From an optimization exercise on the open Yosys and OpenROAD flow, aimed at small area, a short achievable clock period and few clock cycles; shortcuts taken in it are not production practice. Function was checked by simulation only, so behaviour that the tests miss may differ from the original. Power is estimated from default activity; no workload was simulated.

// onc_pp
module onc_pp (
    input  wire        clk,
    input  wire        rst,
    input  wire        bus_en,
    input  wire        bus_we,
    input  wire [11:0] bus_addr,
    input  wire [7:0]  bus_wdata,
    output reg  [7:0]  bus_rdata,
    output wire        irq
);
Size in the first run: ~6,300 cells after synthesis, ~2,100 flip-flops, ~0.097 mm² of cells after synthesis.
clock: 10.0 ns
lec_check: 0
cap_margin: 20
core_margin: 2
core_utilization: 40
cts_buf_list: sky130_fd_sc_hd__clkbuf_16
cts_cluster_diameter: 100
cts_cluster_size: 24
place_density: 0.6
setup_slack_margin: 5
slew_margin: 20
run.sh (not shown) runs the stock make flow with config.mk's settings and CLKGATE_MAP_FILE= SYNTH_SCRIPT=/design/flow/synth_recipe.tcl, a recipe that flattens the netlist after the stock synthesis.
Testbench counts at the start, summed over its fixed seeds: cycles 44,124.
Change:
--- a/flow/design.v
+++ b/flow/design.v
@@ -247,33 +247,31 @@
             P_DL:    pl = {48'd0, wd[47:32]};                      
             default: pl = {16'd0, wd};
         endcase
     end
     wire [7:0] tree = crc_l8((pmode != P_NONE) ? pl : cl_q);
     wire [7:0] k_lhs_s = tree ^ k0_2;                         
     wire [7:0] k_lhs_l = kpost({adv8(ks) ^ tree, k0_2});      
     wire [7:0] k_t     = crc ^ e_cr ^ pld_v[7:0] ^ e_r;        
     wire       k_tk    = (tmode == T_KS) || (tmode == T_KL);    
     wire [7:0] k_lhs   = (tmode == T_KS) ? k_lhs_s : k_lhs_l;
     wire       k_match = (k_lhs == k_t);
     wire       k_issue = (state == S_KB) || (state == S_KA && e_small);
-    wire        e_xl = k_tk && last2;
-    wire        e_x  = (state == S_X) || e_xl;
-    wire        e_xw = (state == S_X) || (e_xl && k_match);
+    wire        e_x  = (state == S_X);
     generate
         for (gi = 0; gi < 33; gi = gi + 1) begin : g_pld
             reg [7:0] b;
             wire in_ct = (gi < 8) || (gi < 32 && !e_small);
             wire we = (p_d && wq == 3'd2 + gi / 6 && (gi < 9 || !e_small)) ||
-                      (e_xw && in_ct);
+                      (e_x && in_ct);
             always @(posedge clk)
                 if (we)
                     b <= e_x ? (b ^ kw[8*(gi % 16) +: 8] ^ e_r) : wd[47-8*(gi%6) -: 8];
             assign pld_v[8*gi +: 8] = b;
         end
     endgenerate
     reg completing;
     reg fin;
     reg [2:0] fin_code;
     always @(posedge clk) begin
         if (rst) begin
             cmd_r <= 8'h00; busy <= 1'b0; done <= 1'b0; err <= 1'b0; busy_wr <= 1'b0;
@@ -375,39 +373,36 @@
                 r_ferr[3]    <= r_ferr[3] | ~(&wv[3:0]);
                 r_ferr[4]    <= ~(wv[4] & wv[5]);
                 r_hcalc      <= adv8(crc) ^ tree;
             end
             pmode <= (idle_wr && a_cmd && bus_wdata == OP_PKT_PROC) ? P_H0 :
                      (state == S_H1) ? P_H1 :
                      (state == S_D)  ? (d_first ? P_DF : (d_last ? P_DL : P_DM)) : P_NONE;
             tmode <= cmode;
             if (k_issue) begin
                 k0_2  <= kw[8*(0) +: 8];
                 kq2   <= kidx;
                 last2 <= e_lastk;
-                kidx  <= e_lastk ? kidx : kidx + 2'd1;
+                kidx  <= kidx + 2'd1;
                 state <= e_lastk ? S_END : S_KA;
             end
             if (k_tk) begin
                 r_kt    <= {1'b0, kq2} + 3'd1;
                 r_prx   <= pld_v[7:0] ^ k0_2 ^ e_r;
                 r_pcalc <= crc ^ e_cr ^ k_lhs ^ k0_2;
                 if (k_match) begin
                     r_acc <= 1'b1;
                     kidx  <= kq2;
                     tmode <= T_NONE;
-                    if (last2)
-                        fin = 1'b1;          
-                    else
-                        state <= S_X;
+                    state <= S_X;
                 end else if (last2) begin
                     fin = 1'b1;
                 end
             end
             if (fin) begin
                 completing = 1'b1;
                 err_code <= fin_code;
                 err      <= (fin_code != 3'd0);
                 busy     <= 1'b0;
                 state    <= S_IDLE;
                 tmode    <= T_NONE;
                 pmode    <= P_NONE;
Worst setup slack improved by 0.066 ns.
Die area hardly moves.
Sequential cell count stays the same.
Routed wire length rose slightly.
First-iteration DRC count goes down by a few percent.
Sequential power is about the same.
Testbench counts after the change, summed over its fixed seeds: cycles 44,210.

[port drivers added, routing unchanged]
In the flow no input, the clock included, has a driving cell. The finished layouts below were timed again as built, in two steps. Step 1 (the two cells are an assumption about what drives the block):
set clk [get_ports {clk}]
set_driving_cell -lib_cell sky130_fd_sc_hd__clkbuf_16 $clk
set_driving_cell -lib_cell sky130_fd_sc_hd__buf_2 [delete_from_list [all_inputs] $clk]
Step 2 moves the port delays by t, midway between the first and last clock arrival at a register: inputs arrive t later, outputs are due t later. That takes back most of the time a late clock gives input paths. Slacks: ideal ports / drivers / drivers and shift; pairs: ideal ports / drivers.
run	t, ns	setup WS [ns]	worst data-port slew with drivers (ns)	pins driven straight from the clock port
the first run	0.899	4.672 / 4.672 / 3.928	0.16	1
the second run	0.911	4.739 / 4.739 / 3.977	0.09	1
After both steps setup and hold are still met in every run listed. The setup slack of the second run, which loses most, moves by 0.000 ns with the drivers and by -0.762 ns with both steps.
